Context: an optimization exercise on an open-source flow, tuned for small area. The choices shown serve that exercise and are no tape-out recipe. At most, simulation tests tie the RTL to the original design; equivalence was not proved. No activity file was given, so power comes from the tool's default toggle rates.

==> v2: inputs <==
// ssd1675a_ctrl
module ssd1675a_ctrl(clk, rst, cmd_valid, cmd_ready, cmd_opc, cmd_code, cmd_has_payload, cmd_len, cmd_x0, cmd_x1, cmd_y0, cmd_y1, dat_valid, dat_ready, dat_byte, done, status, seq_ready, spi_sclk, spi_mosi, spi_cs_n
, spi_dc, panel_rst_n, panel_busy);
  input clk;
  wire clk;
  input rst;
  wire rst;
  input cmd_valid;
  wire cmd_valid;
  output cmd_ready;
  wire cmd_ready;
  input [3:0] cmd_opc;
  wire [3:0] cmd_opc;
  input [7:0] cmd_code;
  wire [7:0] cmd_code;
  input cmd_has_payload;
  wire cmd_has_payload;
  input [15:0] cmd_len;
  wire [15:0] cmd_len;
  input [7:0] cmd_x0;
  wire [7:0] cmd_x0;
  input [7:0] cmd_x1;
  wire [7:0] cmd_x1;
  input [15:0] cmd_y0;
  wire [15:0] cmd_y0;
  input [15:0] cmd_y1;
  wire [15:0] cmd_y1;
  input dat_valid;
  wire dat_valid;
  output dat_ready;
  wire dat_ready;
  input [7:0] dat_byte;
  wire [7:0] dat_byte;
  output done;
  reg done;
  output [2:0] status;
  reg [2:0] status;
  output seq_ready;
  reg seq_ready;
  output spi_sclk;
  reg spi_sclk;
  output spi_mosi;
  wire spi_mosi;
  output spi_cs_n;
  reg spi_cs_n;
  output spi_dc;
  reg spi_dc;
  output panel_rst_n;
  reg panel_rst_n;
  input panel_busy;
  wire panel_busy;
  wire [17:0] _0000_;
  wire _0001_;
  wire _0002_;
  wire _0003_;
  wire _0004_;
  wire _0005_;
  wire _0006_;
  wire _0007_;
  wire _0008_;
  wire _0009_;
  wire _0010_;
  wire _0011_;
  wire _0012_;
  wire _0013_;
  wire _0014_;
  wire _0015_;
  wire _0016_;
  wire _0017_;
  wire _0018_;
  wire _0019_;
  ...
clock: 10.0 ns
lec_check: 0
abc_area: 1
cap_margin: 20
core_margin: 2
core_utilization: 65
place_density: 0.85
slew_margin: 20
standard.sh (not shown) runs the stock make flow with config.mk's settings and CLKGATE_MAP_FILE= SYNTH_SCRIPT=/design/flow/synth_recipe.tcl, a recipe that flattens the netlist after the stock synthesis.
==> flow/flow/run.sh <==
#!/bin/bash
# The standard layout (standard.sh), with these changes to how it is made:
#  - synthesis maps the logic with flow/abc_area.script (an area-oriented ABC
#    mapping, selected by ABC_AREA=1 in config.mk), from a private copy of the ORFS
#    scripts folder; every other file in that folder is ORFS's own, unchanged;
#  - synthesis does not extract half/full adders (ADDER_MAP_FILE empty), so ABC
#    maps that logic too;
#  - every input and output port gets sky130_fd_sc_hd__buf_1 as its buffer.
# Registers are those of the standard synthesis (dfflibmap runs before ABC).
set -euo pipefail
rm -rf scripts_local
cp -r "$FLOW_HOME/scripts" scripts_local
cp flow/abc_area.script scripts_local/abc_area.script
export SCRIPTS_DIR="$PWD/scripts_local"
export ADDER_MAP_FILE=
export BUFFER_PORTS_ARGS="-buffer_cell sky130_fd_sc_hd__buf_1"
bash standard.sh > standard_flow.log 2>&1
==> flow/flow/abc_area.script <==
strash
dch -f
amap -F 1000
topo
==> v22: changes against v2 <==
--- a/flow/flow/run.sh
+++ b/flow/flow/run.sh
@@ -5,7 +5,9 @@
 #    scripts folder; every other file in that folder is ORFS's own, unchanged;
 #  - synthesis does not extract half/full adders (ADDER_MAP_FILE empty), so ABC
 #    maps that logic too;
-#  - every input and output port gets sky130_fd_sc_hd__buf_1 as its buffer.
+#  - every input and output port gets sky130_fd_sc_hd__buf_1 as its buffer;
+#  - clock tree synthesis runs with ORFS's default arguments plus
+#    -dont_use_dummy_load (no dummy load cells on the clock tree).
 # Registers are those of the standard synthesis (dfflibmap runs before ABC).
 set -euo pipefail
 rm -rf scripts_local
@@ -14,4 +16,5 @@
 export SCRIPTS_DIR="$PWD/scripts_local"
 export ADDER_MAP_FILE=
 export BUFFER_PORTS_ARGS="-buffer_cell sky130_fd_sc_hd__buf_1"
+export CTS_ARGS="-sink_clustering_enable -repair_clock_nets -dont_use_dummy_load"
 bash standard.sh > standard_flow.log 2>&1
Settings changed: CORE_UTILIZATION 65 to 40, PLACE_DENSITY 0.85 to 0.6.
==> v38: changes against v2 <==
Settings changed: CORE_UTILIZATION 65 to 40, PLACE_DENSITY 0.85 to 0.6.
==> comparison table <==
|  | v2 | v22 | v38 |
|---|---|---|---|
| Die footprint | 6250 µm² | 9940 µm² | 9940 µm² |
| Clock-pin slew on the worst setup and hold paths | 100 ps | 70 ps | 100 ps |
| Half-perimeter wire length of the detailed placement result | 9960 µm | 11700 µm | 11700 µm |
| Worst slew pin tran | 1000 ps | 1050 ps | 1080 ps |
| WL per Instance | 19.6 µm | 21.1 µm | 20.8 µm |
| Logic pwr share | 0.574 | 0.599 | 0.581 |
| Dpl cells | 665 | 701 | 701 |
| Total vias in the final route | 4827 | 4679 | 4672 |
| Number of global-route vias before repair | 4432 | 4420 | 4434 |
| Met2 demand-to-capacity share in global routing | 0.698 | 0.519 | 0.515 |
| Core utilization of the finished layout | 0.782 | 0.486 | 0.492 |
| Met1 track demand over resource | 0.538 | 0.360 | 0.362 |
| Met2 wire length | 6270 µm | 7350 µm | 7340 µm |
| Worst IR Drop VDD | 0.000158 V | 0.000120 V | 0.000120 V |
| Syn-to-layout area delta | 16.8% | 16.9% | 18.2% |
| Clock distribution power | 147 µW | 105 µW | 147 µW |
| Maximum clock rate | 137 MHz | 140 MHz | 140 MHz |
| Fin worst setup slack | 2690 ps | 2870 ps | 2840 ps |
| Outcome | complete, no violations | complete, no violations | complete, no violations |
| Row count | 27 | 34 | 34 |
| Pwr per Cell Area | 319 nW/µm² | 314 nW/µm² | 320 nW/µm² |
| First-pass DRT Iterations | 14 | 8 | 6 |

==> inputs of job 1663 <==
ssd1675a_ctrl, a different RTL version from the one above (not shown whole).
Settings: LEC_CHECK=0, CAP_MARGIN=20, CORE_MARGIN=2, CORE_UTILIZATION=40, CTS_BUF_LIST=sky130_fd_sc_hd__clkbuf_8, PLACE_DENSITY=0.6, SLEW_MARGIN=20; clock period 10.0 ns.
run.sh (not shown) runs the stock make flow with config.mk's settings and CLKGATE_MAP_FILE= SYNTH_SCRIPT=/design/flow/synth_recipe.tcl, a recipe that flattens the netlist after the stock synthesis.
Stock flow here: none of the scripts above is used.
==> inputs of job 3560, as changes to job 1663 <==
==> flow/flow/run.sh (new file) <==
#!/bin/bash
# The standard layout, with the smallest buffer on each port and power recovery
# (downsizing of cells off the critical paths) after global routing.
set -euo pipefail
export BUFFER_PORTS_ARGS="-buffer_cell sky130_fd_sc_hd__buf_1"
export RECOVER_POWER=100
bash standard.sh > standard_flow.log 2>&1
==> flow/standard.sh (new file) <==
#!/bin/bash
# synth_recipe.tcl (not shown) runs the flow's synth.tcl, then flattens the netlist and writes it again
# the make line also repeats each setting of config.mk as NAME=value (left out here)
make -C /OpenROAD-flow-scripts/flow DESIGN_CONFIG=/design/flow/config.mk WORK_HOME=/design/flow/orfs CLKGATE_MAP_FILE= SYNTH_SCRIPT=/design/flow/synth_recipe.tcl "${@:-finish}"
CTS_BUF_LIST = default   (was sky130_fd_sc_hd__clkbuf_8)
removed: flow/run.sh
==> run_results.csv <==
group,metric,value,unit
power_and_ir_drop,clk-power,0.130,mW
drt,wl_met1,8.79,mm
timing,period_minus_slack,6.57,ns
layout,stdcell_count,980,
outcome,status,"finished clean",
layout,multi_input_area_share,55.5,%
setup_path,reg2reg_depth,9,
layout,clk_share,1.35,%
setup_path,path_depth,9,
clocking,root_buffer,"clkbuf_8",
The numbers above come from job 1663.

==> run_results.csv <==
group,metric,value,unit
run,max_cap_viol_count,3,
power_and_ir_drop,clk-power,0.188,mW
layout,stdcell_count,982,
drt,wl_met1,8.87,mm
setup_path,path_depth,10,
outcome,failed_checks,"capacitance limit, slew limit",
timing,maxSlewViolCount,84,
timing,period_minus_slack,7.17,ns
outcome,status,"failed layout checks",
layout,multi_input_area_share,60.3,%
setup_path,reg2reg_depth,10,
The numbers above come from job 3560.

Function was not checked in any run of this note: the RTL went through the layout flow alone.

==> yarrow <==
Another version of the RTL of ssd1675a_ctrl (not shown whole).
clock: 10.0 ns
lec_check: 0
abc_area: 1
cap_margin: 20
core_margin: 2
core_utilization: 40
cts_buf_list: sky130_fd_sc_hd__clkbuf_8
cts_cluster_diameter: 100
cts_cluster_size: 30
place_density: 0.6
slew_margin: 20
standard.sh (not shown) runs the stock make flow with config.mk's settings and CLKGATE_MAP_FILE= SYNTH_SCRIPT=/design/flow/synth_recipe.tcl, a recipe that flattens the netlist after the stock synthesis.
==> flow/flow/run.sh <==
#!/bin/bash
# The standard layout (standard.sh) with two changes to how it is made:
#  - synthesis maps the logic with flow/abc_area.script (an area-oriented ABC
#    mapping, selected by ABC_AREA=1 in config.mk) from a private copy of the ORFS
#    scripts folder; everything else in that folder is ORFS's own, unchanged;
#  - every input and output port gets sky130_fd_sc_hd__buf_1 as its buffer.
set -euo pipefail
rm -rf scripts_local
cp -r "$FLOW_HOME/scripts" scripts_local
cp flow/abc_area.script scripts_local/abc_area.script
export SCRIPTS_DIR="$PWD/scripts_local"
export BUFFER_PORTS_ARGS="-buffer_cell sky130_fd_sc_hd__buf_1"
bash standard.sh > standard_flow.log 2>&1
Scripts as last shown in full above: flow/flow/abc_area.script
==> sierra: changes against yarrow <==
--- a/flow/config.mk
+++ b/flow/config.mk
@@ -9,8 +9,5 @@
 export CAP_MARGIN = 20
 export CORE_MARGIN = 2
 export CORE_UTILIZATION = 40
-export CTS_BUF_LIST = sky130_fd_sc_hd__clkbuf_8
-export CTS_CLUSTER_DIAMETER = 100
-export CTS_CLUSTER_SIZE = 30
 export PLACE_DENSITY = 0.6
 export SLEW_MARGIN = 20
==> indigo: changes against yarrow <==
==> flow/flow/run.sh (replaced) <==
#!/bin/bash
# The standard layout (standard.sh, unchanged synthesis), with the smallest buffer,
# sky130_fd_sc_hd__buf_1, as the buffer that every input and output port gets.
set -euo pipefail
export BUFFER_PORTS_ARGS="-buffer_cell sky130_fd_sc_hd__buf_1"
bash standard.sh > standard_flow.log 2>&1
--- a/flow/config.mk
+++ b/flow/config.mk
@@ -9,8 +9,5 @@
 export CAP_MARGIN = 20
 export CORE_MARGIN = 2
 export CORE_UTILIZATION = 40
-export CTS_BUF_LIST = sky130_fd_sc_hd__clkbuf_8
-export CTS_CLUSTER_DIAMETER = 100
-export CTS_CLUSTER_SIZE = 30
 export PLACE_DENSITY = 0.6
 export SLEW_MARGIN = 20
removed: flow/flow/abc_area.script
==> willow: changes against yarrow <==
--- a/flow/config.mk
+++ b/flow/config.mk
@@ -9,8 +9,8 @@
 export CAP_MARGIN = 20
 export CORE_MARGIN = 2
 export CORE_UTILIZATION = 40
-export CTS_BUF_LIST = sky130_fd_sc_hd__clkbuf_8
-export CTS_CLUSTER_DIAMETER = 100
-export CTS_CLUSTER_SIZE = 30
+export CTS_BUF_LIST = sky130_fd_sc_hd__clkbuf_16
+export CTS_CLUSTER_DIAMETER = 300
+export CTS_CLUSTER_SIZE = 60
 export PLACE_DENSITY = 0.6
 export SLEW_MARGIN = 20
==> out/metrics.csv <==
stage;metric;value;unit
pwr;seqPwrFrac;28.3;%
cells_and_area;seq_area_share;29.8;%
setup_path;cp_top_family;compound AO/OA/AOI/OAI gates;
cells_and_area;nNetsFinal;754;
pwr;switching_share;52.4;%
sta;slew_headroom;44.2;%
synthesis;synth_top_family_by_area;compound AO/OA/AOI/OAI gates;
outcome;status;no timing/DRC/antenna violations;
cells_and_area;fin_util;48.6;%
cells_and_area;clk_share;3.68;%
routing;viasPerCell;6.38;
synthesis;syn_area_per_cell;7.96;um^2
setup_path;cpPeakStageDelay;0.60;ns
cells_and_area;final_cells;780;
pwr;p_clk;209;uW
Source of the figures above: willow

==> out/metrics.csv <==
stage;metric;value;unit
cells_and_area;clk_share;2.78;%
cells_and_area;final_cells;780;
pwr;p_comb_share;61.3;%
cells_and_area;nNetsFinal;754;
pwr;p_clk;178;uW
setup_path;cp_top_family;compound AO/OA/AOI/OAI gates;
synthesis;synth_top_family_by_area;compound AO/OA/AOI/OAI gates;
synthesis;syn_area_per_cell;7.96;um^2
outcome;status;no timing/DRC/antenna violations;
Source of the figures above: yarrow

==> out/metrics.csv <==
stage;metric;value;unit
outcome;status;no timing/DRC/antenna violations;
synthesis;synth_top_family_by_area;simple AND/OR/NAND/NOR gates;
synthesis;syn_area_per_cell;6.66;um^2
routing;viasPerCell;5.63;
cells_and_area;seq_area_share;26.9;%
sta;slew_headroom;30.4;%
cells_and_area;clk_share;2.73;%
pwr;seqPwrFrac;25.9;%
cells_and_area;final_cells;979;
cells_and_area;nNetsFinal;942;
Source of the figures above: indigo

==> out/metrics.csv <==
stage;metric;value;unit
routing;drtPass1Iterations;6;
cells_and_area;clk_share;2.58;%
setup_path;cp_top_family;compound AO/OA/AOI/OAI gates;
sta;slew_headroom;34.7;%
cells_and_area;final_cells;780;
setup_path;cpPeakStageDelay;0.59;ns
pwr;switching_share;53.6;%
cells_and_area;nNetsFinal;754;
sta;skew;0.0171;ns
pwr;p_clk;159;uW
setup_path;reg2reg_from;status[2];
outcome;status;no timing/DRC/antenna violations;
routing;viasPerCell;6.37;
pwr;seqPwrFrac;29.1;%
synthesis;synth_top_family_by_area;compound AO/OA/AOI/OAI gates;
synthesis;synthMostInstantiatedCell;clkinv_1;
sta;finalCritPeriodShare;57.9;%
Source of the figures above: sierra

-- re-timing with driven ports --
The results above use ideal ports. As a check the final layouts listed here were re-extracted and re-timed, cells and wires unchanged. Step 1, drivers: a clkbuf_16 drives clk and a buf_2 each remaining input, both assumed. Step 2 adds t to the input delays and takes it off the output delays; t is the mean of the earliest and latest rising clock arrival at the registers after step 1. Input paths then give back, and output paths get back, about the clock's delay inside the block. Slacks: ideal ports / drivers / drivers and shift; pairs: ideal ports / drivers.
run	t, ns	setup WS [ns]	worst data-port slew with drivers (ns)
v2	0.342	2.692 / 2.660 / 3.002	0.05
v22	0.326	2.867 / 2.832 / 3.157	0.04
v38	0.335	2.844 / 2.810 / 3.144	0.03
job 1663	0.358	3.432 / 3.393 / 3.751	0.05
job 3560	0.348	2.830 / 2.788 / 3.136	0.04
yarrow	0.346	4.162 / 4.162 / 4.162	0.04
sierra	0.347	4.210 / 4.210 / 4.210	0.04
indigo	0.350	5.373 / 5.333 / 5.413	0.04
willow	0.330	4.109 / 4.109 / 4.109	0.04
